What follows belongs to an exercise in optimizing a design on an open flow for small area, a short achievable clock period and few clock cycles; a production flow would make more cautious choices. Where RTL was checked, it was by simulation tests only, not by an equivalence proof against the original. Function not checked in runs 1 and 2: the RTL went through the layout flow alone. Power is estimated from default activity; no workload was simulated.

`flow/run.sh`:
```
#!/bin/bash
# synth_recipe.tcl (not shown) runs the flow's synth.tcl, then flattens the netlist and writes it again
# the make line also repeats each setting of config.mk as NAME=value (left out here)
make -C /OpenROAD-flow-scripts/flow DESIGN_CONFIG=/design/flow/config.mk WORK_HOME=/design/flow/orfs CLKGATE_MAP_FILE= SYNTH_SCRIPT=/design/flow/synth_recipe.tcl finish
```
`flow/config.mk`:
```
export PLATFORM = sky130hd
export DESIGN_NAME = wirecodec
export DESIGN_NICKNAME = wirecodec
export VERILOG_FILES = /design/flow/design.v
export SDC_FILE = /design/flow/constraint.sdc
export NUM_CORES = 4
export LEC_CHECK = 0
export ABC_AREA = 1
export CAP_MARGIN = 20
export CORE_MARGIN = 2
export CORE_UTILIZATION = 40
export SETUP_SLACK_MARGIN = 5.0
export SLEW_MARGIN = 20
```
`flow/constraint.sdc`:
```
create_clock -name core_clock -period 8.0 [get_ports {clk}]
set_input_delay 1.6000 -clock core_clock [delete_from_list [all_inputs] [get_ports {clk}]]
set_output_delay 1.6000 -clock core_clock [all_outputs]
set_load 0.01 [all_outputs]
```
`flow/design.v`:
```
module wirecodec (
    input             clk,
    input             rst,
    input             cmd_valid,
    output            cmd_ready,
    input      [15:0] cmd_word,
    input      [31:0] cmd_arg,
    input      [15:0] cmd_len,
    input             din_valid,
    output            din_ready,
    input       [7:0] din_data,
    output            dout_valid,
    input             dout_ready,
    output      [7:0] dout_data,
    output            rsp_valid,
    input             rsp_ready,
    output      [3:0] rsp_status,
    output     [31:0] rsp_rval,
    output     [11:0] mem_raddr,
    input       [7:0] mem_rdata,
    output            mem_we,
    output     [11:0] mem_waddr,
    output      [7:0] mem_wdata
);
    localparam OP_NOP         = 6'h00;
    localparam OP_CFG_SET_ADDR= 6'h01;
    localparam OP_CFG_SET_PORT= 6'h02;
    localparam OP_CFG_SET_FMT = 6'h03;
    localparam OP_CFG_GET_ADDR= 6'h04;
    localparam OP_CFG_GET_PORT= 6'h05;
    localparam OP_CFG_GET_FMT = 6'h06;
    localparam OP_NEW         = 6'h08;
    localparam OP_MAKE        = 6'h09;
    localparam OP_SET_SRC     = 6'h0A;
    localparam OP_SET_DST     = 6'h0B;
    localparam OP_SET_PORT    = 6'h0C;
    localparam OP_SET_FLAGS   = 6'h0D;
    localparam OP_SET_PAYLOAD = 6'h0E;
    localparam OP_SET_FLAG    = 6'h0F;
    localparam OP_GET_SRC     = 6'h10;
    localparam OP_GET_DST     = 6'h11;
    localparam OP_GET_PORT    = 6'h12;
    localparam OP_GET_FLAGS   = 6'h13;
    localparam OP_GET_LEN     = 6'h14;
    localparam OP_GET_PAYLOAD = 6'h15;
    localparam OP_GET_FLAG    = 6'h16;
    localparam OP_GET_VALID   = 6'h17;
    localparam OP_ENCODE      = 6'h18;
    localparam OP_DECODE      = 6'h19;
    localparam OP_RX          = 6'h1A;
    localparam OP_MATCH       = 6'h1B;
    localparam OP_XBEGIN      = 6'h1C;
    localparam OP_XNEXT       = 6'h1D;
    localparam OP_XSTAT       = 6'h1E;
    localparam ST_OK      = 4'd0;
    localparam ST_EMPTY   = 4'd1;
    localparam ST_DISCARD = 4'd2;
    localparam ST_NOTHING = 4'd3;
    localparam ST_END     = 4'd4;
    localparam ST_ILLEGAL = 4'd15;
    localparam S_INIT = 4'd0;     
    localparam S_IDLE = 4'd1;
    localparam S_DIN  = 4'd2;     
    localparam S_PAD  = 4'd3;     
    localparam S_HDR  = 4'd4;     
    localparam S_COPY = 4'd5;     
    localparam S_FILL = 4'd6;     
    localparam S_CMP  = 4'd7;     
    localparam S_RD1  = 4'd8;     
    localparam S_RD2  = 4'd9;
    localparam S_RDS  = 4'd10;    
    localparam S_DOUT = 4'd11;    
    localparam S_POST = 4'd12;    
    localparam S_RSP  = 4'd13;
    localparam S_POST1= 4'd14;    
    localparam S_DEC  = 4'd15;    
    reg  [3:0] st;
    reg  [5:0] op;
    reg        rr, vv;
    reg  [2:0] ix;
    reg [15:0] rem;        
    reg [10:0] dp;         
    reg [10:0] rp;         
    reg [11:0] tmp;        
    reg  [1:0] rs;         
    reg        infl;       
    reg        ph;         
    reg        fa_q, ft_q;   
    reg        we_r;
    reg [11:0] wa_r;
    reg  [7:0] wd_r;
    reg  [7:0] dreg;
    reg        dv;
    reg  [1:0] fs0, fs1;
    reg        v0, v1;
    reg        fmt, sact;
    reg [10:0] soff;
    reg  [3:0] stat;
    wire [1:0] scr = fs0 ^ fs1 ^ 2'b11;
    wire [1:0] fsr = rr ? fs1 : fs0;
    function [11:0] fa;
        input [1:0]  s;
        input [10:0] p;
        begin
            fa = p[10] ? {5'b11111, s, p[4:0]} : {s, p[9:0]};
        end
    endfunction
    function [7:0] clamp8;
        input [31:0] x;
        begin
            if (x[31])             clamp8 = 8'd0;
            else if (|x[30:8])     clamp8 = 8'hFF;
            else                   clamp8 = x[7:0];
        end
    endfunction
    wire [5:0] in_op = cmd_word[15:10];
    wire in_uses_r   = (in_op >= OP_NEW) && (in_op <= OP_MATCH);
    wire in_uses_v   = (in_op == OP_SET_FLAG) || (in_op == OP_CFG_SET_FMT) ||
                       (in_op == OP_RX);
    wire in_uses_idx = (in_op == OP_SET_FLAG) || (in_op == OP_GET_FLAG);
    wire in_reserved = (in_op == 6'h07) || (in_op >= 6'h1F);
    wire in_illegal  = in_reserved || (cmd_word[7:3] != 5'd0) ||
                       (cmd_word[9] && !in_uses_r) ||
                       (cmd_word[8] && !in_uses_v) ||
                       ((cmd_word[2:0] != 3'd0) && !in_uses_idx);
    wire in_r = cmd_word[9];
    wire [1:0] in_fsr = in_r ? fs1 : fs0;
    wire idle = (st == S_IDLE);
    wire [5:0] in_opx = in_illegal ? 6'h07 : in_op;
    function [10:0] din_start;
        input [5:0] o;
        begin
            case (o)
                OP_MAKE, OP_CFG_SET_ADDR, OP_SET_DST: din_start = 11'd8;
                OP_SET_PAYLOAD:                       din_start = 11'd20;
                default:                              din_start = 11'd0;
            endcase
        end
    endfunction
    wire d_writer = (op == OP_CFG_SET_ADDR) || (op == OP_NEW) || (op == OP_MAKE) ||
                    (op == OP_SET_SRC) || (op == OP_SET_DST) ||
                    (op == OP_SET_PAYLOAD) || (op == OP_DECODE) || (op == OP_RX);
    wire d_lim8  = (op == OP_SET_SRC);
    wire d_lim16 = (op == OP_SET_DST) || (op == OP_CFG_SET_ADDR);
    wire d_below = d_lim8  ? (dp < 11'd8) :
                   d_lim16 ? (dp < 11'd16) : (dp < 11'd1044);
    wire d_wen   = d_writer && d_below;
    wire [1:0] wslot = (op == OP_CFG_SET_ADDR) ? 2'd3 :
                       ((op == OP_SET_SRC) || (op == OP_SET_DST)) ? fsr : scr;
    wire d_jump  = (op == OP_NEW) || (op == OP_MAKE);
    wire [10:0] dp_inc = dp + 11'd1;
    wire [10:0] dp_adv = (d_jump && dp == 11'd15) ? 11'd20 : dp_inc;
    wire din_fire = (st == S_DIN) && din_valid;
    wire [10:0] dp_after = d_wen ? dp_adv : dp;
    wire [10:0] lenv     = dp - 11'd20;       
    assign mem_raddr = fa(rs, rp);
    reg [7:0] wd_n;
    always @(*) begin
        case (st)
            S_IDLE: wd_n = (in_op == OP_MAKE) ? 8'd0 : clamp8(cmd_arg);
            S_DIN:  wd_n = din_data;
            S_HDR:  wd_n = (rp[1:0] == 2'd1) ? 8'd0 :
                           (rp[1:0] == 2'd2) ? {5'd0, lenv[10:8]} : lenv[7:0];
            S_COPY, S_CMP: wd_n = mem_rdata;
            S_RD2: begin
                wd_n = mem_rdata;
                wd_n[3'd7 - ix] = vv;
            end
            S_DOUT: wd_n = dreg;
            default: wd_n = (st == S_PAD || dp < 11'd16) ? 8'h20 : 8'h00;
        endcase
    end
    reg  [1:0] wa_s;
    reg [10:0] wa_p;
    always @(*) begin
        wa_s = scr;
        wa_p = dp;
        case (st)
            S_INIT: wa_s = tmp[1:0];
            S_IDLE: begin
                wa_s = (in_op == OP_CFG_SET_PORT) ? 2'd3 :
                       (in_op == OP_NEW || in_op == OP_MAKE) ? scr : in_fsr;
                wa_p = (in_op == OP_MAKE || in_op == OP_SET_FLAGS) ? 11'd17 : 11'd16;
            end
            S_DIN, S_PAD: wa_s = wslot;
            S_HDR:  wa_p = rp;
            S_COPY: if (op == OP_MAKE) wa_p[3] = 1'b0;
            S_RD2:  begin wa_s = rs; wa_p = 11'd17; end
            default: ;
        endcase
    end
    wire o_fire  = dv && dout_ready;
    wire o_stall = dv && !dout_ready;
    wire o_lenop = (op == OP_ENCODE) || (op == OP_XNEXT);
    reg [15:0] rem_o;
    always @(*) begin
        rem_o = rem - 16'd1;
        if (o_lenop && dp == 11'd18) rem_o = {5'd0, dreg[2:0], 8'd1};
        if (o_lenop && dp == 11'd19) rem_o = {5'd0, rem[10:8], dreg};
    end
    wire o_last = (o_lenop && dp == 11'd19) ? ({rem[10:8], dreg} == 11'd0) :
                  (!(o_lenop && dp == 11'd18) && rem == 16'd1);
    wire o_done = o_fire && o_last;
    wire [10:0] pl      = tmp[10:0];
    wire        p_cmp   = ({5'd0, pl} <= rem);
    wire        p_ok    = !tmp[11] && !(pl[10] && |pl[9:0]) &&
                          (dp > 11'd20 ? ph : (dp == 11'd20 && p_cmp));
    wire        c_eq    = (wd_r == mem_rdata);
    wire        x_ok  = !ft_q && (rem[15:11] == 5'd0) && (rem[10:0] <= tmp[10:0]);
    assign cmd_ready  = idle;
    assign din_ready  = (st == S_DIN);
    assign dout_valid = dv;
    assign dout_data  = dreg;
    assign rsp_valid  = (st == S_RSP);
    assign rsp_status = stat;
    assign rsp_rval   = {20'd0, tmp};
    assign mem_we     = we_r;
    assign mem_waddr  = wa_r;
    assign mem_wdata  = wd_r;
    task setup;
        input [10:0] dpa;
        input        n0;
        begin
            if (op == 6'h07)
                stat <= ST_ILLEGAL;
            else if (op == OP_RX && n0)
                stat <= ST_NOTHING;
            else if (op == OP_XNEXT && !sact)
                stat <= ST_END;
            else
                stat <= ST_OK;
            case (op)
                OP_CFG_GET_FMT: tmp <= {11'd0, fmt};
                OP_GET_VALID:   tmp <= {11'd0, rr ? v1 : v0};
                OP_XSTAT:       tmp <= {soff, sact};
                OP_CFG_SET_FMT: begin fmt <= vv; sact <= 1'b0; end
                default: ;
            endcase
            if (op >= OP_NEW && op <= OP_SET_FLAG && !rr)
                sact <= 1'b0;
            if (op == OP_NEW || op == OP_MAKE) begin
                if (rr) v1 <= 1'b1; else v0 <= 1'b1;
            end
            begin
                case (op)
                OP_CFG_SET_ADDR, OP_SET_DST:
                    st <= (dpa < 11'd16) ? S_PAD : S_RSP;
                OP_SET_SRC:
                    st <= (dpa < 11'd8) ? S_PAD : S_RSP;
                OP_NEW, OP_MAKE, OP_SET_PAYLOAD: begin
                    if (dpa < 11'd16) begin
                        st <= S_PAD;
                    end else begin
                        st  <= S_HDR;
                        rp  <= (op == OP_NEW) ? 11'd17 : 11'd18;
                    end
                end
                OP_DECODE: st <= S_POST;
                OP_RX:     st <= n0 ? S_RSP : S_POST;
                OP_MATCH: begin
                    st <= S_CMP; rs <= fsr; rp <= 11'd8; ph <= 1'b0;
                    infl <= 1'b0; fa_q <= 1'b1;
                end
                OP_CFG_GET_ADDR, OP_GET_SRC, OP_GET_DST, OP_ENCODE: begin
                    st <= S_DOUT; dp <= 11'd0; infl <= 1'b0; dv <= 1'b0;
                    rs  <= (op == OP_CFG_GET_ADDR) ? 2'd3 : fsr;
                    rp  <= (op == OP_GET_DST || op == OP_CFG_GET_ADDR) ? 11'd8 : 11'd0;
                    rem <= (op == OP_ENCODE) ? 16'd20 : 16'd8;
                end
                OP_GET_PORT, OP_GET_FLAGS, OP_GET_FLAG, OP_SET_FLAG,
                OP_CFG_GET_PORT, OP_XBEGIN: begin
                    st <= S_RD1;
                    rs <= (op == OP_CFG_GET_PORT) ? 2'd3 :
                          (op == OP_XBEGIN) ? fs0 : fsr;
                    rp <= (op == OP_GET_PORT || op == OP_CFG_GET_PORT) ? 11'd16 : 11'd17;
                end
                OP_GET_LEN, OP_GET_PAYLOAD: begin
                    st <= S_RDS; rs <= fsr; dp <= 11'd0; rp <= 11'd18;
                end
                OP_XNEXT: begin
                    if (sact) begin
                        st <= S_RDS; rs <= fs0; dp <= 11'd0; rp <= soff + 11'd38;
                    end else begin
                        st <= S_RSP;
                    end
                end
                default: st <= S_RSP;
                endcase
            end
        end
    endtask
    always @(posedge clk) begin
        we_r <= 1'b0;
        wa_r <= fa(wa_s, wa_p);
        if (st != S_CMP || ph) wd_r <= wd_n;
        if (st == S_DIN || st == S_POST) begin
            if (we_r && wa_r[9:3] == 7'd1)  fa_q <= fa_q & c_eq;
            if (we_r && wa_r[9:0] == 10'd16) ft_q <= c_eq;
        end
        if (rst) begin
            st   <= S_INIT;
            dp   <= 11'd0;
            tmp  <= 12'd0;
            fs0  <= 2'd0;
            fs1  <= 2'd1;
            v0   <= 1'b0;
            v1   <= 1'b0;
            fmt  <= 1'b0;
            sact <= 1'b0;
            soff <= 11'd0;
            dv   <= 1'b0;
            stat <= ST_OK;
        end else begin
            case (st)
            S_INIT: begin
                we_r <= 1'b1;
                dp   <= dp_inc;
                if (dp == 11'd19) begin
                    dp <= 11'd0;
                    if (tmp[1:0] == 2'd3) st <= S_IDLE;
                    tmp[1:0] <= tmp[0] ? 2'd3 : 2'd1;
                end
            end
            S_IDLE: begin
                if (cmd_valid) begin
                    op   <= in_opx;
                    rr   <= in_r;
                    vv   <= cmd_word[8];
                    ix   <= cmd_word[2:0];
                    rem  <= cmd_len;
                    dp   <= din_start(in_op);
                    rp   <= din_start(in_op);
                    rs   <= 2'd3;
                    fa_q <= 1'b1;
                    ft_q <= 1'b0;
                    tmp  <= 12'd0;
                    if (!in_illegal &&
                        (in_op == OP_CFG_SET_PORT || in_op == OP_NEW ||
                         in_op == OP_MAKE || in_op == OP_SET_PORT ||
                         in_op == OP_SET_FLAGS))
                        we_r <= 1'b1;
                    st <= (cmd_len != 16'd0) ? S_DIN : S_DEC;
                    if (in_op == OP_XNEXT && cmd_word[9:0] == 10'd0 &&
                        cmd_len == 16'd0 && sact) begin
                        st <= S_RDS;
                        stat <= ST_OK;
                        dp <= 11'd1;
                        rs <= fs0;
                        rp <= rp + 11'd1;
                    end
                end
            end
            S_DEC: setup(dp, rem == 16'd0);
            S_DIN: begin
                if (dp == 11'd20) ph <= p_cmp;
                if (din_valid) begin
                    rem <= rem - 16'd1;
                    if (d_wen) begin
                        we_r <= 1'b1;
                        dp   <= dp_adv;
                        rp   <= dp_adv;
                        if (dp == 11'd18) tmp[11:8] <= {|din_data[7:3], din_data[2:0]};
                        if (dp == 11'd19) tmp[7:0]  <= din_data;
                    end
                    if (rem == 16'd1)
                        setup(dp_after, 1'b0);
                end
            end
            S_PAD: begin
                we_r <= 1'b1;
                dp   <= dp_inc;
                if (dp_inc == (d_lim8 ? 11'd8 : 11'd16)) begin
                    if (op == OP_NEW || op == OP_MAKE) begin
                        st  <= S_HDR;
                        rp  <= (op == OP_NEW) ? 11'd17 : 11'd18;
                        dp  <= 11'd20;
                    end else begin
                        st <= S_RSP;
                    end
                end
            end
            S_HDR: begin
                we_r <= 1'b1;
                rp   <= rp + 11'd1;
                if (rp[1:0] == 2'd3) begin
                    if (op == OP_NEW) begin
                        if (rr) fs1 <= scr; else fs0 <= scr;
                        st <= S_RSP;
                    end else begin
                        st   <= S_COPY;
                        infl <= 1'b0;
                        rs   <= (op == OP_MAKE) ? 2'd3 : fsr;
                        rp   <= (op == OP_MAKE) ? 11'd8 : 11'd0;
                    end
                end
            end
            S_COPY: begin
                rp   <= rp + 11'd1;
                dp   <= rp;
                infl <= 1'b1;
                if (infl) begin
                    we_r <= 1'b1;
                    if (dp == ((op == OP_MAKE) ? 11'd16 : 11'd17)) begin
                        if (rr) fs1 <= scr; else fs0 <= scr;
                        st <= S_RSP;
                    end
                end
            end
            S_POST: begin
                if (p_ok) begin
                    if (op == OP_RX && vv && !(fa_q && ft_q)) begin
                        stat <= ST_DISCARD;
                        tmp  <= {8'd0, 1'b1, fa_q & ft_q, ft_q, fa_q};
                    end else begin
                        if (rr) begin fs1 <= scr; v1 <= 1'b1; end
                        else    begin fs0 <= scr; v0 <= 1'b1; sact <= 1'b0; end
                        tmp <= (op == OP_RX) ? {8'd0, 1'b1, fa_q & ft_q, ft_q, fa_q}
                                             : {1'b0, pl};
                    end
                    st <= S_RSP;
                end else begin
                    stat <= ST_EMPTY;
                    tmp  <= 12'd0;
                    dp   <= 11'd0;
                    st   <= S_FILL;
                end
            end
            S_FILL: begin
                we_r <= 1'b1;
                dp   <= dp_inc;
                if (dp == 11'd19) begin
                    if (op == OP_DECODE) begin
                        if (rr) begin fs1 <= scr; v1 <= 1'b0; end
                        else    begin fs0 <= scr; v0 <= 1'b0; sact <= 1'b0; end
                        st <= S_RSP;
                    end else begin
                        st <= S_CMP; rs <= scr; rp <= 11'd8; ph <= 1'b0;
                        infl <= 1'b0; fa_q <= 1'b1;
                    end
                end
            end
            S_CMP: begin
                if (!ph) begin
                    if (infl) begin
                        if (dp == 11'd16) begin
                            tmp <= {8'd0, (op == OP_MATCH) && (rr ? v1 : v0),
                                    fa_q & c_eq, c_eq, fa_q};
                            if (op == OP_RX) begin
                                if (vv && !(fa_q && c_eq)) begin
                                    stat <= ST_DISCARD;
                                end else begin
                                    if (rr) begin fs1 <= scr; v1 <= 1'b0; end
                                    else    begin fs0 <= scr; v0 <= 1'b0; sact <= 1'b0; end
                                end
                            end
                            st <= S_RSP;
                        end else begin
                            fa_q <= fa_q & c_eq;
                        end
                    end
                    ph <= 1'b1;
                    rs <= 2'd3;
                end else begin
                    rs   <= (op == OP_MATCH) ? fsr : scr;
                    dp   <= rp;
                    rp   <= rp + 11'd1;
                    infl <= 1'b1;
                    ph   <= 1'b0;
                end
            end
            S_RD1: st <= S_RD2;
            S_RD2: begin
                case (op)
                    OP_GET_FLAG: tmp <= {11'd0, mem_rdata[3'd7 - ix]};
                    OP_XBEGIN: begin
                        tmp  <= {11'd0, !fmt && mem_rdata[7]};
                        sact <= !fmt && mem_rdata[7];
                        soff <= 11'd0;
                    end
                    OP_SET_FLAG: begin
                        we_r <= 1'b1;
                    end
                    default: tmp <= {4'd0, mem_rdata};
                endcase
                st <= S_RSP;
            end
            S_RDS: begin
                dp <= dp_inc;
                rp <= rp + 11'd1;
                if (op != OP_XNEXT) begin
                    if (dp[1:0] == 2'd1) tmp[11:8] <= {1'b0, mem_rdata[2:0]};
                    if (dp[1:0] == 2'd2) begin
                        tmp[7:0] <= mem_rdata;
                        if (op == OP_GET_LEN || {tmp[10:8], mem_rdata} == 11'd0) begin
                            st <= S_RSP;
                        end else begin
                            st   <= S_DOUT;
                            rem  <= {5'd0, tmp[10:8], mem_rdata};
                            dp   <= 11'd0;
                            infl <= 1'b1;
                            dv   <= 1'b0;
                        end
                    end
                end else begin
                    case (dp[2:0])
                        3'd0: ;
                        3'd1: begin
                            rem[15:8] <= mem_rdata;
                            ft_q <= |mem_rdata[7:3];
                            rp <= 11'd18;
                        end
                        3'd2: rem[7:0] <= mem_rdata;
                        3'd3: begin
                            tmp[11:8] <= {1'b0, mem_rdata[2:0]};
                            rp <= soff + 11'd20;
                        end
                        3'd4: begin
                            tmp[7:0] <= mem_rdata;
                            rem <= rem + {5'd0, rp};
                        end
                        default: begin
                            if (x_ok) begin
                                st   <= S_DOUT;
                                dreg <= mem_rdata;
                                dv   <= 1'b1;
                                infl <= 1'b1;
                                rem  <= 16'd20;
                                dp   <= 11'd0;
                                tmp  <= {1'b0, soff};
                                soff <= rem[10:0];
                            end else begin
                                stat <= ST_END;
                                sact <= 1'b0;
                                tmp  <= 12'd0;
                                st   <= S_RSP;
                            end
                        end
                    endcase
                end
            end
            S_DOUT: begin
                if (o_stall) begin
                    if (infl) rp <= rp - 11'd1;
                    infl <= 1'b0;
                end else begin
                    rp   <= rp + 11'd1;
                    infl <= 1'b1;
                    if (infl && !o_done) begin
                        dreg <= mem_rdata;
                        dv   <= 1'b1;
                    end else begin
                        dv   <= 1'b0;
                    end
                end
                if (o_fire) begin
                    dp  <= dp_inc;
                    rem <= rem_o;
                    if ((op == OP_GET_SRC || op == OP_GET_DST || op == OP_CFG_GET_ADDR) &&
                        dreg != 8'h20)
                        tmp <= {1'b0, dp_inc};
                    if (op == OP_XNEXT) begin
                        we_r <= 1'b1;
                    end
                    if (o_last) begin
                        st <= S_RSP;
                        if (op == OP_ENCODE) tmp <= {1'b0, dp_inc};
                        if (op == OP_XNEXT) begin fs1 <= scr; v1 <= 1'b1; end
                    end
                end
            end
            S_RSP: begin
                rs <= fs0;
                rp <= soff + 11'd38;
                if (rsp_ready) st <= S_IDLE;
            end
            default: st <= S_IDLE;
            endcase
        end
    end
endmodule
```
==> impl_results.md, run 1 <==
- Final Hold Vio Count: 0
- Commonest register cell after synthesis: dfxtp_1
- Die width: 191 um
- Leak: 8.96 nW
- Slew @ Worst Pin: 876 ps
- Met2 WL post-DR: 36,100 um
- First-pass GRT wire length: 123,000 um
- Yosys cell types: 65
- Top Layer Used: met4
- Iteration-0 DRC Markers: 2,994
- Layout net count: 2,779
- Rows: 68
- Area grow syn2layout: 42.1%
- Final wirelength: 87,600 um
- Clock Tree Buf Depth: 2
- Wire length per cell: 28.2 um
- Clk slew on worst S/H paths: 70 ps
- Detailed Routing Iterations Pass 1: 8
- CTS tree: yes
- Largest net degree at the start of global routing: 32
- Slew Viols, Final: 0
- Core area: 0.0345 mm2
- Post-synthesis async set-or-reset flop share: 0
- Setup Skew: 17.7 ps
- Met3 Routed Length: 11,800 um
- Clk sinks: 124
- Ant. Diodes: 0
- Skew-Pair Late Insertion Delay: 480 ps
- Hold Crit Class: register to register
- Final setup vio count: 0
- EDFF count, synth: 58
- VDD IR max: 0.156 mV
- Yosys warns: 1
- # port buffers: 146
- Max cap viols: 0
- GRT Overall Usage: 0.466
- CP Capture Type: output port
- Yosys top cell area share: 0.147
- Starting density of the core: 0.406
- Global placement routability congestion: 1.11
- Headroom to the max-slew limit: 0.410
- Number of buffers created by CTS: 17
- Hold_buf cts: 0
- Pwr/cell area: 85.5 mW/mm2
- Register area share after synthesis: 0.219
- Vias in the first global route: 18,318
- Worst Setup Path Type: register to output port
- Vias per cell: 6.37
- Setup Total Neg Slack: 0 ps
- DIE AREA: 0.0365 mm2
- Post-synth top area cell: nand2_1
- Top cells by area, synth: nand2_1, edfxtp_1, dfxtp_1
- Req. time, crit path: 6400 ps
- Met1 Wirelength: 32,200 um
- Die Y: 191 um
- Initial antenna violation count: 0
- Crit path DAT: 1570 ps
- Routed via count: 19,808
- Worst Path Max Fanout: 5
- Layout cells sized above 1: 0.249
- Core Util, Final: 0.577
- DRC: 0
- # IOs: 167
- Clock Root Buffer: clkbuf_16
- Final min period: 3170 ps
- H-tree depth: 4
- Synthesized flop and latch total: 124
- Synth Instances: 2,323
- Unrepaired setup endpoints after global routing: true
- Syn Std Cell Area: 0.0140 mm2
- Final period utilization: 0.396
- Remaining global-route overflow: 0
- Status: timing/DRC/antenna clean
- Syn avg cell area: 6.02 um2
- FMAX: 316 MHz
- CP startpoint kind: register
- Post-DP HPWL: 65,600 um
- DRT antenna net count: 0
area by class of cell:
type	count	area, um2
Fill cell	3336	14600
Clock inverter	13	139
Tap cell	455	569
Clock buffer	19	454
Inverter	324	1330
Timing Repair Buffer	367	3300
Multi-Input combinational cell	1805	10900
Timing Repair inverter	2	12.5
Sequential cell	124	3140
worst max-delay path, stage by stage (launching register included):
cell and delay (ps):
edfxtp_1 450, buf_6 180, buf_6 130, or2_4 220
buf_6 120
logic make-up (layout without fill, tap and decap cells):
kind of cell | count (synthesis) | in the layout | synth area share
mux | 2 | 2 | 0.00143
compound gates | 538 | 538 | 0.229
simple gates | 1137 | 1137 | 0.349
buf+inv | 414 | 725 | 0.120
flops | 124 | 124 | 0.219
other cells | 1 | 21 | 0.000268
xor+xnor | 55 | 55 | 0.0344
fa+ha+maj | 52 | 52 | 0.0471
final timing paths:
kind | cells after the start | to | start | slack [ps]
worst max-delay path | 4 | mem_raddr[10] | rp[10] | 4830
worst min-delay path | 2 | v1 | v1 | 480
worst max register to register | 19 | rp[4] | op[1] | 4920
worst min register to register | 2 | v1 | v1 | 480
through the flow:
step,hold slack [ps],cell area (um2),setup WS (ps),power (mW),instances
final,483,19900,4830,1.70,3109
after global routing,499,19900,4840,1.72,3109
after CTS,479,18500,4860,1.67,3039
after detailed placement,465,15900,3600,0.835,2877
after global placement,454,15900,3650,0.834,2877
after floorplan,437,14200,4920,0.756,2343
layout by cell type, fill, tap and decap left out, types with 12 or more instances in the layout:
master / instances
a21oi_1: 147
a31oi_1: 13
buf_12: 15
buf_4: 184
buf_6: 33
clkbuf_16: 18
clkbuf_2: 18
clkdlybuf4s50_1: 62
clkinvlp_4: 17
conb_1: 21
dfxtp_1: 41
dfxtp_4: 19
dlygate4sd2_1: 32
edfxtp_1: 58
ha_1: 48
inv_1: 255
inv_2: 35
nand2_1: 471
nand2_2: 48
nand2_4: 29
nand3_1: 135
nand3_2: 24
nand3_4: 12
nand4_1: 34
nor2_1: 197
nor2_2: 20
nor2_4: 39
nor3_1: 55
nor3_2: 13
nor4_1: 21
o2111ai_1: 14
o211ai_1: 23
o21ai_0: 157
o21ai_1: 19
o21ai_2: 13
o221ai_1: 12
o22ai_1: 41
xor2_1: 40
what timing repair did:
item / 4_1_cts / 5_1_grt
endpoints found under the setup margin: 175 / 148
cloned: 4 / 0
pin swaps: 68 / 80
buffers inserted: 126 / 70
resized for setup: 475 / 287
metal layers:
layer | track usage | up-vias
li1 | - | 8546
met1 | 0.584 | 9262
met2 | 0.691 | 1598
met3 | 0.128 | 402
met4 | 0.324 | 0
met5 | 0 | -
registers in the layout, summed over array words and instances, names as in the netlist, 2 cells and up:
| name | cells |
|---|---|
| fs0 | 2 |
| rem | 16 |
| st | 4 |
| op | 6 |
| dreg | 8 |
| rs | 2 |
| stat | 4 |
| rp | 11 |
| ix | 3 |
| wd_r | 8 |
| dp | 11 |
| soff | 11 |
| wa_r | 12 |
| fs1 | 2 |
| tmp | 12 |
synth_stat cells, types with 15 or more instances:
| library cell | count |
|---|---|
| buf_4 | 25 |
| o22ai_1 | 41 |
| a21oi_1 | 160 |
| a221oi_1 | 15 |
| a31oi_1 | 16 |
| xor2_1 | 42 |
| o211ai_1 | 23 |
| nor2_1 | 244 |
| dfxtp_1 | 66 |
| ha_1 | 51 |
| edfxtp_1 | 58 |
| nor4_1 | 31 |
| o21ai_0 | 180 |
| nand4_1 | 34 |
| inv_1 | 309 |
| nand3_1 | 169 |
| nor3_1 | 72 |
| o2111ai_1 | 15 |
| nand2_1 | 546 |
| clkbuf_1 | 50 |
power breakdown:
group	switching [mW]	internal (mW)
clock	0.362	0.478
combinational	0.114	0.0794
sequential	0.00740	0.659
==> run 2, diff against run 1 <==
--- a/flow/config.mk
+++ b/flow/config.mk
@@ -9,5 +9,5 @@
 export CAP_MARGIN = 20
 export CORE_MARGIN = 2
 export CORE_UTILIZATION = 40
-export SETUP_SLACK_MARGIN = 5.0
+export SETUP_SLACK_MARGIN = 4.6
 export SLEW_MARGIN = 20
==> impl_results.md, run 2 <==
- Final min period: 3420 ps
- CP delay by family, top: buffers and inverters
- Req. time, crit path: 8250 ps
- Die width: 191 um
- Largest register FFs: 16
- Layout cells sized above 1: 0.116
- Clk sinks: 124
- First-pass GRT wire length: 119,000 um
- Clk slew on worst S/H paths: 70 ps
- Clock Tree Buf Depth: 2
- FMAX: 293 MHz
- Hold Crit Class: register to register
- Commonest cells after routing, fill and taps aside: nand2_1, inv_1, nor2_1, o21ai_0, nand3_1
- Post-synthesis async set-or-reset flop share: 0
- Unrepaired setup endpoints after global routing: true
- Vias per cell: 6.44
- # port buffers: 146
- Status: timing/DRC/antenna clean
- Post-synth top area cell: nand2_1
- Top cells by area, synth: nand2_1, edfxtp_1, dfxtp_1
- Pwr/cell area: 95.5 mW/mm2
- Syn avg cell area: 6.02 um2
- Sequential Area: 0.00309 mm2
- Slowest stage delay, CP: 540 ps
- Final Power: 1.68 mW
- Synthesized flop and latch total: 124
- Final wirelength: 83,200 um
- Most common cell after layout, fill and taps aside: nand2_1
- Yosys cell types: 65
- Starting density of the core: 0.406
- Largest net degree at the start of global routing: 32
- Clock share of power: 0.504
- Vias in the first global route: 17,493
- Setup Skew: 18.6 ps
- Worst Setup Path Type: input pin to register
- Yosys warns: 1
- GRT Overall Usage: 0.450
- Share of synthesized cell area in full adder, half adder and majority cells: 0.0471
- Skew-Pair Late Insertion Delay: 470 ps
- Switching Share: 0.284
- Synth Area in Simple Gates: 0.349
- Crit path DAT: 3660 ps
- Post-Synth XOR/XNOR Area: 0.0344
- Global placement routability congestion: 1.12
- CP cell instances: clkdlybuf4s50_1 > nand2_1 > inv_1 > nand3_1 > nor3_1 > nand3_2 > buf_12 > o311ai_2
- CP Capture Type: register
- DRC: 0
- CTS tree: yes
- Post-synthesis compound-gate area fraction: 0.229
- Die Y: 191 um
- Final setup vio count: 0
- Hold_buf cts: 0
- Max cap viols: 0
- Buf+Inv Stages, Crit Path: 3
- Syn Std Cell Area: 0.0140 mm2
- Dpl cells: 2,875
- Detailed Routing Iterations Pass 1: 6
- Initial antenna violation count: 3
- Slowest CP cell: clkdlybuf4s50_1
- CP startpoint kind: input pin
- Worst Path Max Fanout: 5
- Register area share after synthesis: 0.219
- Largest registers: rem (16), tmp (12), wa_r (12)
- Layout Cells excl Fill: 2,954
- Top-count cell post-synth: nand2_1
- Slew @ Worst Pin: 1090 ps
- Synth Instances: 2,323
- Remaining global-route overflow: 0
- Switch Pwr: 0.477 mW
- EDFF count, synth: 58
- Slew Viols, Final: 0
- Main combinational cell family by area after synthesis: simple AND/OR/NAND/NOR gates
- Combinational fraction of design power: 0.096
- Synth cell count leaders: nand2_1, inv_1, nor2_1, o21ai_0, nand3_1
- Post-DP HPWL: 64,800 um
- Multi-input logic area: 0.00998 mm2
- Yosys top cell area share: 0.147
- Core area: 0.0345 mm2
- Number of buffers created by CTS: 17
- H-tree depth: 4
- Iteration-0 DRC Markers: 2,999
- Setup Total Neg Slack: 0 ps
- DIE AREA: 0.0365 mm2
- VDD IR max: 0.163 mV
- Clock Root Buffer: clkbuf_16
- Headroom to the max-slew limit: 0.268
- Final period utilization: 0.427
- Register share of total power: 0.400
- Rows: 68
- # IOs: 167
- Cell internal pwr: 1.20 mW
- Biggest register: rem
- DRT antenna net count: 0
- Leak: 7.81 nW
- Wire length per cell: 28.2 um
- Layout net count: 2,623
- Mux contribution to synthesized area: 0.00143
- Commonest register cell after synthesis: dfxtp_1
- Routed via count: 19,015
- Fill cell count: 3,671
- Area grow syn2layout: 25.7%
- Final Hold Vio Count: 0
[run 2: cell counts after synthesis]
No cell type changed its count.
[run 2: cell type report]
cell class | count | share of cell area
tap | 455 | 0.0324
clock buffer | 19 | 0.0252
antenna | 1 | 0.000142
clock inverter | 13 | 0.00868
timing repair inverter | 1 | 0.000427
multi-input combinational | 1805 | 0.568
timing repair buffer | 212 | 0.118
inverter | 324 | 0.0717
sequential | 124 | 0.176
[run 2: metal layers]
layer  share of wire  track usage
met1            0.38        0.569
met2            0.41        0.660
met3            0.13        0.123
met4           0.077        0.311
met5         0.00032            0
[run 2: final timing paths]
path                            cells past startpoint       to  slack [ps]    startpoint
worst max-delay path                                8    rp[7]        4580  cmd_word[12]
worst min-delay path                                2       v1         490            v1
worst max register to register                     12  rem[13]        4670         st[3]
worst min register to register                      2       v1         490            v1
[run 2: repair_timing]
action / 4_1_cts / 5_1_grt
setup endpoints to repair: 126 / 116
resized for setup: 127 / 141
gates cloned: 0 / 1
pin swaps: 10 / 33
setup buffers: 25 / 20
[run 2: power by group through the flow]
stage | clock network (mW) | logic [mW] | registers, mW
after detailed placement | 0 | 0.149 | 0.684
after CTS | 0.840 | 0.151 | 0.671
after global placement | 0 | 0.148 | 0.685
final | 0.847 | 0.161 | 0.671
after floorplan | 0 | 0.0727 | 0.681
after global routing | 0.863 | 0.169 | 0.671
[run 2: through the flow]
step / util / cell area (um2) / hold slack [ps] / worst slack [ps]
floorplan: - / 14100 / 437 / 4710
global placement: 0.459 / 15800 / 453 / 3250
detailed placement: 0.459 / 15800 / 473 / 3220
CTS: 0.492 / 17000 / 483 / 4560
global route: 0.510 / 17600 / 506 / 4520
finish: 0.510 / 17600 / 486 / 4580
[run 2: cells by family after synthesis]
family / count (synthesis)
flops: 124
simple gates: 1137
xor+xnor: 55
other cells: 1
buf+inv: 414
fa+ha+maj: 52
mux: 2
compound gates: 538
[run 2: worst register-to-register path, stage by stage (launching register included)]
cell and delay (ps):
dfxtp_4 380, nand2_1 170, inv_1 110, nand2_1 70
buf_4 270, nand2_1 430, nor2_1 220, buf_4 290
clkinvlp_4 420, o2111ai_1 320, nor2_1 110, nand2_1 190
inv_2 120
==> run 3, diff against run 2 <==
--- a/flow/design.v
+++ b/flow/design.v
@@ -206,7 +206,7 @@
     wire        p_ok    = !tmp[11] && !(pl[10] && |pl[9:0]) &&
                           (dp > 11'd20 ? ph : (dp == 11'd20 && p_cmp));
     wire        c_eq    = (wd_r == mem_rdata);
-    wire        x_ok  = !ft_q && (rem[15:11] == 5'd0) && (rem[10:0] <= tmp[10:0]);
+    wire        x_ok  = !ft_q && !rem[11] && (rem[10:0] <= tmp[10:0]);
     assign cmd_ready  = idle;
     assign din_ready  = (st == S_DIN);
     assign dout_valid = dv;
@@ -505,7 +505,7 @@
                     case (dp[2:0])
                         3'd0: ;
                         3'd1: begin
-                            rem[15:8] <= mem_rdata;
+                            rem[15:8] <= {5'd0, mem_rdata[2:0]};
                             ft_q <= |mem_rdata[7:3];
                             rp <= 11'd18;
                         end
@@ -516,7 +516,7 @@
                         end
                         3'd4: begin
                             tmp[7:0] <= mem_rdata;
-                            rem <= rem + {5'd0, rp};
+                            rem <= {4'd0, rem[11:0] + {1'b0, rp}};
                         end
                         default: begin
                             if (x_ok) begin
==> impl_results.md, run 3 <==
- Status: timing/DRC/antenna clean
- Post-DP HPWL: 63,900 um
- Synth Instances: 2,203
- Detailed Routing Iterations Pass 1: 7
- Ant. Diodes: 0
- GR Util met1: 0.569
- Starting density of the core: 0.403
- GRT Overall Usage: 0.437
- Number of buffers created by CTS: 17
- Largest net degree at the start of global routing: 28
- Worst Setup Path Type: register to register
- Final period utilization: 0.428
- Unrepaired setup endpoints after global routing: true
- Clock Root Buffer: clkbuf_16
- Commonest cells after routing, fill and taps aside: nand2_1, inv_1, nor2_1, o21ai_0, nand3_1
- Final wirelength: 80,600 um
- Most common cell after layout, fill and taps aside: nand2_1
- # IOs: 167
- Iteration-0 DRC Markers: 2,496
- Area grow syn2layout: 24.9%
- DRT antenna net count: 0
- Core area: 0.0344 mm2
- DIE AREA: 0.0362 mm2
- Layout cells sized above 1: 0.139
- Max cap viols: 0
- Leak: 7.41 nW
- Final min period: 3430 ps
- Syn avg cell area: 6.29 um2
- Clock Tree Buf Depth: 2
- Setup Skew: 12.7 ps
- Worst Path Max Fanout: 6
- Vias per cell: 6.34
- Wire length per cell: 28.3 um
- Crit path DAT: 3580 ps
- Clk slew on worst S/H paths: 70 ps
- Yosys warns: 1
- CP Capture Type: register
- CTS tree: yes
- Layout net count: 2,522
- DRC: 0
- Yosys top cell area share: 0.126
- Hold Crit Class: register to register
- First-pass GRT wire length: 114,000 um
- Hold Slack: 446 ps
- Vias in the first global route: 16,727
- Register area share after synthesis: 0.221
- VDD IR max: 0.149 mV
- Skew-Pair Late Insertion Delay: 460 ps
- Post-place setup slack: 3580 ps
- Rows: 68
- Synthesized flop and latch total: 124
- Global placement routability congestion: 1.07
- Routed via count: 18,087
- GR Util met2: 0.662
- Initial antenna violation count: 0
- # port buffers: 146
- Final setup vio count: 0
- Largest register FFs: 16
- Die Y: 190 um
- Syn Std Cell Area: 0.0139 mm2
- EDFF count, synth: 58
- Slew Viols, Final: 0
- Top cells by area, synth: edfxtp_1, nand2_1, dfxtp_1
- Post-synthesis async set-or-reset flop share: 0
- Pwr/cell area: 97.0 mW/mm2
- Clk sinks: 124
- Post-synth top area cell: edfxtp_1
- Synth cell count leaders: nand2_1, inv_1, nor2_1, o21ai_0, nand3_1
- Final Hold Vio Count: 0
- Slew @ Worst Pin: 1220 ps
- Commonest register cell after synthesis: dfxtp_1
- Core Util, Final: 0.504
- Headroom to the max-slew limit: 0.172
- Die width: 190 um
- Biggest register: rem
- Req. time, crit path: 8150 ps
- FMAX: 292 MHz
- Final setup margin: 4570 ps
- Top-count cell post-synth: nand2_1
- Remaining global-route overflow: 0
- Met3 Use GR: 0.100
- Setup Total Neg Slack: 0 ps
- H-tree depth: 4
- CP startpoint kind: register
- GR peak layer: met2
- Yosys cell types: 71
- Largest registers: rem (16), tmp (12), wa_r (12)
[run 3: stage by stage]
stage          std cells  total power [mW]  area [um2]
4_1_cts             2816              1.67       16700
3_5_place_dp        2763             0.822       15700
6_report            2851              1.68       17300
5_1_grt             2851              1.71       17300
2_1_floorplan       2223             0.745       14000
3_3_place_gp        2763             0.821       15700
[run 3: metal layers]
layer / up-vias / share of wire
met4: 0 / 0.071
met3: 280 / 0.11
li1: 7919 / -
met1: 8591 / 0.39
met2: 1297 / 0.42
met5: - / 0
[run 3: cell families (layout without fill, tap and decap cells)]
group                      count (synthesis)  after routing  synth area share
other                                      1             21          0.000271
and+or+nand+nor                         1014           1015             0.333
buffers and inverters                    419            591             0.124
AOI/OAI and AO/OA                        534            534             0.237
DFF                                      124            124             0.221
xor gates and xnor gates                  57             57            0.0360
muxes                                      1              1          0.000722
adders and majority gates                 53             53            0.0484
[run 3: critical path, stage by stage, from the launching register on]
cell,delay [ps]
edfxtp_1,500
inv_2,170
nor2_4,80
buf_4,150
nand3_1,110
nand2_1,80
inv_1,100
nand3_1,210
inv_1,250
nand3_2,180
inv_1,110
nand3_1,260
o2111ai_1,170
nor2_1,60
o311ai_0,690
[run 3: final cells by class]
class                           count  area [um2]
Inverter                          338        1300
Sequential cell                   124        3090
Multi-Input combinational cell   1681        9670
Clock buffer                       20         478
Clock inverter                     12         140
Fill cell                        3621       17100
Tap cell                          455         569
Timing Repair Buffer              221        2070
[run 3: worst paths after layout]
check             start  endpoint  slack (ps)  depth (start not counted)
setup / recovery  op[1]     rs[1]        4570                         14
hold / removal       v0        v0         450                          2
setup reg to reg  op[1]     rs[1]        4570                         14
hold reg to reg      v0        v0         450                          2
[run 3: repair_timing]
action / CTS / global route
endpoints found under the setup margin: 112 / 104
gates resized for setup: 100 / 107
gates cloned: 1 / 1
hold buffers: 0 / 0
buffers inserted: 20 / 34
pin swaps: 17 / 32
[run 3: report_power, final]
group / internal [mW] / leakage, nW / switching, mW / total [mW]
registers: 0.663 / 1.13 / 0.00622 / 0.669
clock network: 0.521 / 0.300 / 0.342 / 0.863
logic: 0.0587 / 5.98 / 0.0887 / 0.147
Testbench counts of run 3, summed over its fixed seeds: cycles 337,368.
==> run 4, diff against run 3 <==
==> flow/flow/run.sh (new file) <==
#!/bin/bash
# Standard ORFS layout (standard.sh), with the port buffers made from
# sky130_fd_sc_hd__buf_2 instead of the resizer's default choice.
set -euo pipefail
export BUFFER_PORTS_ARGS="-buffer_cell sky130_fd_sc_hd__buf_2"
bash standard.sh > standard_flow.log 2>&1
==> flow/standard.sh (new file) <==
#!/bin/bash
# synth_recipe.tcl (not shown) runs the flow's synth.tcl, then flattens the netlist and writes it again
# the make line also repeats each setting of config.mk as NAME=value (left out here)
make -C /OpenROAD-flow-scripts/flow DESIGN_CONFIG=/design/flow/config.mk WORK_HOME=/design/flow/orfs CLKGATE_MAP_FILE= SYNTH_SCRIPT=/design/flow/synth_recipe.tcl "${@:-finish}"
removed: flow/run.sh
==> impl_results.md, run 4 <==
- Status: timing/DRC/antenna clean
- Clock Root Buffer: clkbuf_16
- Crit path DAT: 1760 ps
- Synthesized flop and latch total: 124
- Post-DP HPWL: 64,500 um
- Final setup vio count: 0
- Largest net degree at the start of global routing: 39
- H-tree depth: 4
- Most common cell after layout, fill and taps aside: nand2_1
- Top-count cell post-synth: nand2_1
- Die width: 190 um
- Syn Std Cell Area: 0.0139 mm2
- Post-synth top area cell: edfxtp_1
- Leak: 7.25 nW
- Final wirelength: 81,400 um
- Final period utilization: 0.420
- Register area share after synthesis: 0.221
- Yosys top cell area share: 0.126
- Max cap viols: 0
- Commonest register cell after synthesis: dfxtp_1
- Global placement routability congestion: 1.08
- Unrepaired setup endpoints after global routing: true
- Layout net count: 2,505
- Core area: 0.0344 mm2
- Remaining global-route overflow: 0
- Synth cell count leaders: nand2_1, inv_1, nor2_1, o21ai_0, nand3_1
- Post-place setup slack: 3800 ps
- Setup Skew: 8.70 ps
- Slew @ Worst Pin: 1200 ps
- # IOs: 167
- # port buffers: 146
- Final instance area: 0.0163 mm2
- DRC: 0
- Yosys warns: 1
- Die Y: 190 um
- Setup Total Neg Slack: 0 ps
- Detailed Routing Iterations Pass 1: 8
- Worst Path Max Fanout: 38
- CP startpoint kind: register
- Worst Setup Path Type: register to output port
- Req. time, crit path: 6400 ps
- Reg-to-reg critical path endpoint: st[0]
- Multi-input logic area: 0.00949 mm2
- EDFF count, synth: 58
- Rows: 68
- CTS tree: yes
- Area grow syn2layout: 17.3%
- Hold Slack: 448 ps
- Clk sinks: 124
- Core Util, Final: 0.473
- Final setup margin: 4640 ps
- Clock Tree Buf Depth: 2
- Layout cells sized above 1: 0.170
- Vias per cell: 6.36
- Final min period: 3360 ps
- Layout Cells excl Fill: 2,839
- Iteration-0 DRC Markers: 2,519
- Commonest cells after routing, fill and taps aside: nand2_1, inv_1, nor2_1, o21ai_0, buf_2
- Sequential Area: 0.00308 mm2
- Skew-Pair Late Insertion Delay: 450 ps
- Wire length per cell: 28.7 um
- Final Power: 1.67 mW
- DIE AREA: 0.0362 mm2
- Slew Viols, Final: 0
- Synth Instances: 2,203
- Syn avg cell area: 6.29 um2
- CP Capture Type: output port
- R2r worst-path depth: 17
- Worst hold endpoint: v0
- Number of buffers created by CTS: 17
- FMAX: 297 MHz
- Largest registers: rem (16), tmp (12), wa_r (12)
- Biggest register: rem
- Vias in the first global route: 16,525
- Final Hold Vio Count: 0
- GRT Overall Usage: 0.439
- Yosys cell types: 71
- Worst reg-to-reg setup slack: 4650 ps
- Pwr/cell area: 103 mW/mm2
- Largest register FFs: 16
- Post-synthesis async set-or-reset flop share: 0
- DRT antenna net count: 0
- First-pass GRT wire length: 114,000 um
- Fill cell count: 3,738
- Top cells by area, synth: edfxtp_1, nand2_1, dfxtp_1
- Initial antenna violation count: 0
- Area after DPL: 0.0149 mm2
- Routed via count: 18,042
- Starting density of the core: 0.403
- Dpl cells: 2,758
- Clk slew on worst S/H paths: 60 ps
- VDD IR max: 0.159 mV
- Hold Crit Class: register to register
- Hold path cells: 2
- Headroom to the max-slew limit: 0.190
- Reg-to-reg critical path startpoint: rem[1]
- Min-delay src: v0
[run 4: cell types whose count changed in the layout (fill, tap and decap cells not counted), moves of 8 or more]
cell	before	now
inv_1	282	292
dlygate4sd2_1	15	0
buf_4	70	52
inv_2	40	31
clkdlybuf4s50_1	117	0
nor2_1	208	220
dlymetal6s2s_1	8	0
buf_2	1	145
nor2_2	34	24
[run 4: logic make-up (layout without fill, tap and decap cells)]
logic type	Yosys count	in the layout	share of synthesized area
other cells	1	26	0.000271
xor+xnor	57	57	0.0360
buf+inv	419	572	0.124
fa+ha+maj	53	53	0.0484
simple gates	1014	1017	0.333
compound gates	534	534	0.237
flops	124	124	0.221
mux	1	1	0.000722
[run 4: how the worst max path moves through the flow]
| stage | start | endpoint | slack (ps) | depth (start not counted) |
|---|---|---|---|---|
| finish | st[2] | din_ready | 4640 | 5 |
| global route | cmd_word[1] | st[2] | 4560 | 13 |
| CTS | st[2] | wd_r[7] | 4540 | 10 |
| detailed placement | rst | rem[10] | 3800 | 8 |
| global placement | rst | rem[6] | 3830 | 10 |
| floorplan | mem_rdata[7] | dp[9] | 4770 | 15 |
[run 4: report_power, final]
group,internal (mW),switching [mW]
Combinational,0.0384,0.0861
Clock,0.532,0.343
Sequential,0.664,0.00649
[run 4: timing repair]
| item | in CTS | in global routing |
|---|---|---|
| pin swaps | 2 | 10 |
| hold buffers | 0 | 0 |
| setup endpoints to repair | 89 | 103 |
| resized for setup | 24 | 69 |
| gates cloned | 0 | 3 |
| setup buffers | 6 | 35 |
[run 4: layer usage]
layer | routed length, um | global-route usage
met5 | 0 | 0
met4 | 5340 | 0.253
met3 | 9040 | 0.0933
met2 | 35200 | 0.676
met1 | 31800 | 0.567
[run 4: layout make-up]
type,instances,share of cell area
Multi-Input combinational cell,1683,0.583
Sequential cell,124,0.189
Inverter,338,0.0796
Timing Repair Buffer,202,0.0729
Tap cell,455,0.0350
Clock buffer,19,0.0272
Clock inverter,13,0.0118
Antenna cell,5,0.000769
[run 4: worst max-delay path, cell delays in order, from the launching register on]
cell	delay [ps]
dfxtp_1	390
nor2_1	150
nand2_1	130
nor2_2	160
buf_12	270
buf_2	190
==> run 5, diff against run 4 <==
--- a/flow/design.v
+++ b/flow/design.v
@@ -146,7 +146,8 @@
                    d_lim16 ? (dp < 11'd16) : (dp < 11'd1044);
     wire d_wen   = d_writer && d_below;
     wire [1:0] wslot = (op == OP_CFG_SET_ADDR) ? 2'd3 :
-                       ((op == OP_SET_SRC) || (op == OP_SET_DST)) ? fsr : scr;
+                       ((op == OP_SET_SRC) || (op == OP_SET_DST) ||
+                        (op == OP_SET_PAYLOAD)) ? fsr : scr;
     wire d_jump  = (op == OP_NEW) || (op == OP_MAKE);
     wire [10:0] dp_inc = dp + 11'd1;
     wire [10:0] dp_adv = (d_jump && dp == 11'd15) ? 11'd20 : dp_inc;
@@ -183,8 +184,8 @@
                 wa_p = (in_op == OP_MAKE || in_op == OP_SET_FLAGS) ? 11'd17 : 11'd16;
             end
             S_DIN, S_PAD: wa_s = wslot;
-            S_HDR:  wa_p = rp;
-            S_COPY: if (op == OP_MAKE) wa_p[3] = 1'b0;
+            S_HDR:  begin wa_s = wslot; wa_p = rp; end
+            S_COPY: wa_p[3] = 1'b0;
             S_RD2:  begin wa_s = rs; wa_p = 11'd17; end
             default: ;
         endcase
@@ -383,14 +384,16 @@
                 we_r <= 1'b1;
                 rp   <= rp + 11'd1;
                 if (rp[1:0] == 2'd3) begin
-                    if (op == OP_NEW) begin
-                        if (rr) fs1 <= scr; else fs0 <= scr;
-                        st <= S_RSP;
-                    end else begin
+                    if (op == OP_MAKE) begin
                         st   <= S_COPY;
                         infl <= 1'b0;
-                        rs   <= (op == OP_MAKE) ? 2'd3 : fsr;
-                        rp   <= (op == OP_MAKE) ? 11'd8 : 11'd0;
+                        rs   <= 2'd3;
+                        rp   <= 11'd8;
+                    end else begin
+                        if (op == OP_NEW) begin
+                            if (rr) fs1 <= scr; else fs0 <= scr;
+                        end
+                        st <= S_RSP;
                     end
                 end
             end
@@ -400,7 +403,7 @@
                 infl <= 1'b1;
                 if (infl) begin
                     we_r <= 1'b1;
-                    if (dp == ((op == OP_MAKE) ? 11'd16 : 11'd17)) begin
+                    if (dp == 11'd16) begin
                         if (rr) fs1 <= scr; else fs0 <= scr;
                         st <= S_RSP;
                     end
--- a/flow/config.mk
+++ b/flow/config.mk
@@ -11,3 +11,4 @@
 export CORE_UTILIZATION = 40
 export SETUP_SLACK_MARGIN = 4.6
 export SLEW_MARGIN = 20
+export TNS_END_PERCENT = 0
==> impl_results.md, run 5 <==
- Synth Area in Simple Gates: 0.352
- Status: timing/DRC/antenna clean
- Skew-Pair Late Insertion Delay: 470 ps
- Post-Synth XOR/XNOR Area: 0.0291
- DRT antenna net count: 0
- Pwr/cell area: 101 mW/mm2
- Final period utilization: 0.449
- Cell internal pwr: 1.18 mW
- Switch Pwr: 0.447 mW
- Combinational fraction of design power: 0.070
- Commonest register cell after synthesis: dfxtp_1
- Yosys top cell area share: 0.138
- H-tree depth: 4
- Leak: 7.34 nW
- Die Y: 190 um
- Crit path DAT: 3920 ps
- Syn avg cell area: 6.09 um2
- Post-DP HPWL: 66,900 um
- Iteration-0 DRC Markers: 2,888
- Fill cell count: 3,662
- Max cap viols: 0
- # IOs: 167
- Final wirelength: 85,600 um
- FMAX: 278 MHz
- Worst Path Max Fanout: 18
- Remaining global-route overflow: 0
- Hold_buf cts: 0
- Post-synthesis async set-or-reset flop share: 0
- Clock share of power: 0.519
- Final setup vio count: 0
- Post-synth top area cell: nand2_1
- Switching Share: 0.274
- Starting density of the core: 0.404
- # port buffers: 146
- Clk sinks: 124
- Final min period: 3600 ps
- DIE AREA: 0.0361 mm2
- Syn Std Cell Area: 0.0138 mm2
- Final instance area: 0.0162 mm2
- Post-synthesis compound-gate area fraction: 0.226
- Main combinational cell family by area after synthesis: simple AND/OR/NAND/NOR gates
- Unrepaired setup endpoints after global routing: true
- Layout cells sized above 1: 0.147
- Clock Root Buffer: clkbuf_16
- Layout net count: 2,566
- Layout Cells excl Fill: 2,896
- Top cells by area, synth: nand2_1, edfxtp_1, dfxtp_1
- Register area share after synthesis: 0.221
- Number of buffers created by CTS: 17
- VDD IR max: 0.159 mV
- CP startpoint kind: register
- Synthesized flop and latch total: 124
- Multi-input logic area: 0.00940 mm2
- Commonest cells after routing, fill and taps aside: nand2_1, inv_1, nor2_1, o21ai_0, nand3_1
- Global placement routability congestion: 1.15
- Biggest register: rem
- Largest register FFs: 16
- Routed via count: 18,546
- Req. time, crit path: 8320 ps
- Synth Instances: 2,272
- DRC: 0
- Top-count cell post-synth: nand2_1
- Slew @ Worst Pin: 1190 ps
- Die width: 190 um
- Hold Crit Class: register to register
- Core area: 0.0343 mm2
- Sequential Area: 0.00308 mm2
- Headroom to the max-slew limit: 0.200
- First-pass GRT wire length: 119,000 um
- CP Capture Type: register
- Yosys cell types: 67
- Most common cell after layout, fill and taps aside: nand2_1
- Setup Skew: 21.6 ps
- Setup Total Neg Slack: 0 ps
- Clk slew on worst S/H paths: 70 ps
- Initial antenna violation count: 1
- Clock Tree Buf Depth: 2
- Synth cell count leaders: nand2_1, inv_1, nor2_1, o21ai_0, nand3_1
- Mux contribution to synthesized area: 0.00145
- Wire length per cell: 29.6 um
- Largest net degree at the start of global routing: 34
- EDFF count, synth: 58
- Dpl cells: 2,836
- Yosys warns: 1
- Final Hold Vio Count: 0
- Area after DPL: 0.0150 mm2
- Vias per cell: 6.40
- Worst Setup Path Type: register to register
- Detailed Routing Iterations Pass 1: 7
- Register share of total power: 0.410
- Area grow syn2layout: 16.7%
- Largest registers: rem (16), tmp (12), wa_r (12)
- Share of synthesized cell area in full adder, half adder and majority cells: 0.0484
- CTS tree: yes
- Slew Viols, Final: 0
- Vias in the first global route: 17,136
- Rows: 68
- GRT Overall Usage: 0.464
[run 5: worst paths after layout]
check,cells after the start,slack (ps),endpoint,from
hold / removal,2,470,v0,v0
setup reg to reg,8,4400,rp[9],sact
hold reg to reg,2,470,v0,v0
setup / recovery,8,4400,rp[9],sact
[run 5: per-stage QoR]
| stage | total power, mW | util | hold slack [ps] | worst slack [ps] |
|---|---|---|---|---|
| floorplan | 0.741 | - | 430 | 4630 |
| global placement | 0.788 | 0.437 | 446 | 3930 |
| detailed placement | 0.790 | 0.437 | 457 | 4070 |
| CTS | 1.62 | 0.459 | 467 | 4520 |
| global route | 1.66 | 0.471 | 484 | 4500 |
| finish | 1.63 | 0.471 | 473 | 4400 |
[run 5: kinds of logic after synthesis]
group / Yosys count
and+or+nand+nor: 1118
other: 1
muxes: 2
AOI/OAI and AO/OA: 515
adders and majority gates: 53
buffers and inverters: 413
xor gates and xnor gates: 46
DFF: 124
[run 5: area by class of cell]
cell class                 instances  area share
clock inverter                    13     0.00975
inverter                         334      0.0817
multi-input combinational       1755       0.582
tap                              455      0.0352
clock buffer                      19      0.0281
sequential                       124       0.190
timing repair buffer             195      0.0731
antenna                            1    0.000155
[run 5: layer usage]
layer / up-vias / track usage / wire length (um)
li1: 8024 / - / -
met3: 408 / 0.107 / 10500
met4: 0 / 0.381 / 8920
met2: 1506 / 0.700 / 35400
met5: - / 0 / 0
met1: 8608 / 0.563 / 30900
[run 5: worst max-delay path, cell delays in order (launching register included)]
cell      delay (ps)
dfxtp_1          680
clkinv_1         850
nor4_1           480
nand3_1          290
nor2_1           370
nand2_1          270
inv_1            290
nand2_1           90
nand3_1          110
[run 5: power groups by stage]
stage	combinational [mW]	clock [mW]	sequential (mW)
3_5_place_dp	0.107	0	0.683
4_1_cts	0.108	0.845	0.669
6_report	0.115	0.846	0.669
5_1_grt	0.121	0.869	0.669
2_1_floorplan	0.0610	0	0.680
3_3_place_gp	0.105	0	0.683
[run 5: timing repair]
action / 4_1_cts / 5_1_grt
gates cloned: 1 / 1
resized for setup: 31 / 69
buffers inserted: 5 / 20
endpoints found under the setup margin: 106 / 113
pin swaps: 1 / 7
Testbench counts of run 5, summed over its fixed seeds: cycles 337,368.
==> run 6, diff against run 5 <==
--- a/flow/config.mk
+++ b/flow/config.mk
@@ -11,4 +11,3 @@
 export CORE_UTILIZATION = 40
 export SETUP_SLACK_MARGIN = 4.6
 export SLEW_MARGIN = 20
-export TNS_END_PERCENT = 0
==> impl_results.md, run 6 <==
- Status: timing/DRC/antenna clean
- Vias per cell: 6.43
- Commonest register cell after synthesis: dfxtp_1
- DRC: 0
- Routed via count: 18,728
- Min-delay src: v0
- Register share of total power: 0.410
- Clk slew on worst S/H paths: 60 ps
- Synth cell count leaders: nand2_1, inv_1, nor2_1, o21ai_0, nand3_1
- R2r worst-path depth: 15
- Unrepaired setup endpoints after global routing: true
- Clock Root Buffer: clkbuf_16
- Yosys top cell area share: 0.138
- Biggest register: rem
- Skew-Pair Late Insertion Delay: 480 ps
- DIE AREA: 0.0361 mm2
- Rows: 68
- First-pass GRT wire length: 119,000 um
- Top-count cell post-synth: nand2_1
- Layout cells sized above 1: 0.156
- Setup Skew: 18.8 ps
- Max cap viols: 0
- Leak: 7.40 nW
- Final min period: 3450 ps
- Hold_buf cts: 0
- Final setup vio count: 0
- Post-DP HPWL: 66,900 um
- Top cells by area, synth: nand2_1, edfxtp_1, dfxtp_1
- Largest register FFs: 16
- Worst hold endpoint: v0
- Synth Instances: 2,272
- Final Hold Vio Count: 0
- EDFF count, synth: 58
- Switch Pwr: 0.449 mW
- Post-synth top area cell: nand2_1
- Slew @ Worst Pin: 1130 ps
- Vias in the first global route: 17,239
- Post-synthesis async set-or-reset flop share: 0
- Clk sinks: 124
- Core area: 0.0343 mm2
- Setup Total Neg Slack: 0 ps
- Switching Share: 0.275
- Most common cell after layout, fill and taps aside: nand2_1
- Clock Tree Buf Depth: 2
- VDD IR max: 0.158 mV
- Number of buffers created by CTS: 17
- Combinational fraction of design power: 0.071
- Final instance area: 0.0163 mm2
- Syn Std Cell Area: 0.0138 mm2
- Reg-to-reg critical path startpoint: op[1]
- Req. time, crit path: 8190 ps
- Die Y: 190 um
- Area after DPL: 0.0150 mm2
- Layout net count: 2,581
- GRT Overall Usage: 0.464
- Final wirelength: 85,600 um
- Crit path DAT: 3640 ps
- Initial antenna violation count: 2
- Yosys cell types: 67
- Register area share after synthesis: 0.221
- Slew Viols, Final: 0
- Final period utilization: 0.431
- Reg-to-reg critical path endpoint: rp[4]
- Yosys warns: 1
- Hold path cells: 2
- Global placement routability congestion: 1.15
- Detailed Routing Iterations Pass 1: 7
- Worst Setup Path Type: register to register
- Iteration-0 DRC Markers: 2,929
- Worst reg-to-reg setup slack: 4550 ps
- H-tree depth: 4
- # IOs: 167
- Clock share of power: 0.519
- Die width: 190 um
- FMAX: 290 MHz
- Synthesized flop and latch total: 124
- Remaining global-route overflow: 0
- Area grow syn2layout: 17.7%
- CP startpoint kind: register
- Worst Path Max Fanout: 9
- Largest registers: rem (16), tmp (12), wa_r (12)
- Syn avg cell area: 6.09 um2
- Largest net degree at the start of global routing: 34
- CP Capture Type: register
- Headroom to the max-slew limit: 0.242
- Hold Crit Class: register to register
- Commonest cells after routing, fill and taps aside: nand2_1, inv_1, nor2_1, o21ai_0, nand3_1
- Wire length per cell: 29.4 um
- DRT antenna net count: 0
- # port buffers: 146
- Starting density of the core: 0.404
- Pwr/cell area: 100 mW/mm2
- CTS tree: yes
- Cell internal pwr: 1.18 mW
## run 6: cell counts after synthesis
No cell type changed its count.
## run 6: stage by stage
stage / util / total power [mW] / hold slack (ps) / setup WS (ps) / std cells
detailed placement: 0.437 / 0.790 / 457 / 4070 / 2836
floorplan: - / 0.741 / 430 / 4630 / 2292
global placement: 0.437 / 0.788 / 446 / 3930 / 2836
finish: 0.475 / 1.63 / 475 / 4550 / 2911
global route: 0.475 / 1.66 / 483 / 4540 / 2910
CTS: 0.462 / 1.62 / 467 / 4540 / 2879
## run 6: logic make-up (layout without fill, tap and decap cells)
family                     Yosys count  in the layout  share of synthesized area
AOI/OAI and AO/OA                  515            515                      0.226
other                                1             22                   0.000271
and+or+nand+nor                   1118           1118                      0.352
adders and majority gates           53             53                     0.0484
muxes                                2              2                    0.00145
buffers and inverters              413            576                      0.122
xor gates and xnor gates            46             46                     0.0291
DFF                                124            124                      0.221
## run 6: area by class of cell
cell class,count,area [um2]
fillers,3641,18000
multi-input cells,1755,9410
flip-flops and latches,124,3080
inverters,334,1330
repair buffers,210,1300
well taps,455,569
clock buffers,19,454
clock inverters,13,158
diodes,1,2.50
## run 6: layer usage
metal,wire (um),track usage,vias to the layer above
li1,-,-,8052
met1,31000,0.558,8707
met2,35600,0.702,1555
met3,10300,0.109,412
met4,8690,0.385,2
met5,15,0,-
## run 6: critical path, cell delays in order (launching register included)
cell	delay (ps)
edfxtp_1	530
nand2_1	260
inv_2	170
nand3_1	120
nand2_2	170
nand2_1	230
nand3_4	270
nand3_2	280
nand2_1	220
nand2_2	120
nor2_4	240
nand2_2	120
nand2_1	90
a21oi_1	70
o21ai_0	160
nand3b_1	100
## run 6: power by group through the flow
stage	clock network [mW]	registers (mW)	logic, mW
after floorplan	0	0.680	0.0610
after global placement	0	0.683	0.105
after detailed placement	0	0.683	0.107
after CTS	0.845	0.669	0.108
after global routing	0.869	0.669	0.123
final	0.847	0.669	0.117
## run 6: repair_timing
item	CTS	global route
gates cloned	1	1
resized for setup	50	60
endpoints found under the setup margin	106	104
pin swaps	2	9
setup buffers	10	30
## run 6: how the worst max path moves through the flow
stage | startpoint | to | slack (ps) | cells past startpoint
after floorplan | mem_rdata[7] | fs1[0] | 4630 | 13
after global placement | op[1] | st[0] | 3930 | 16
after detailed placement | op[5] | tmp[2] | 4070 | 15
after CTS | st[0] | din_ready | 4540 | 6
after global routing | op[5] | rp[4] | 4540 | 17
final | op[1] | rp[4] | 4550 | 15

-- re-timing with driven ports --
No port has a modelled driver above. Below, the same layouts with a new extraction and two added sets of constraints. Step 1: set_driving_cell puts a clkbuf_16 on clk and a buf_2 on each other input, an assumption about the parent block. Step 2 adds t to the input delays and takes it off the output delays; t is the mean of the earliest and latest rising clock arrival at the registers after step 1. Input paths then give back, and output paths get back, about the clock's delay inside the block. Three values: ideal ports, drivers, drivers and shift; two values: the first two.
run	shift t [ns]	slack for setup (ns)	latest minus earliest clock arrival (ns)	worst register clock-pin slew, ns	pins driven straight from the clock port
run 1	0.525	4.831 / 4.773 / 4.429	0.018 / 0.018	0.07 / 0.07	1
run 2	0.516	4.584 / 4.575 / 4.100	0.018 / 0.018	0.08 / 0.08	1
run 3	0.512	4.573 / 4.573 / 4.207	0.013 / 0.013	0.07 / 0.07	1
run 4	0.502	4.636 / 4.581 / 4.223	0.009 / 0.008	0.06 / 0.06	1
run 5	0.520	4.404 / 4.404 / 4.018	0.022 / 0.022	0.08 / 0.08	1
run 6	0.524	4.553 / 4.553 / 4.136	0.019 / 0.019	0.07 / 0.07	1
After both steps every run listed still meets setup and hold. For run 2, which loses most, drivers alone change the setup slack by -0.009 ns; drivers and shift together by -0.484 ns.
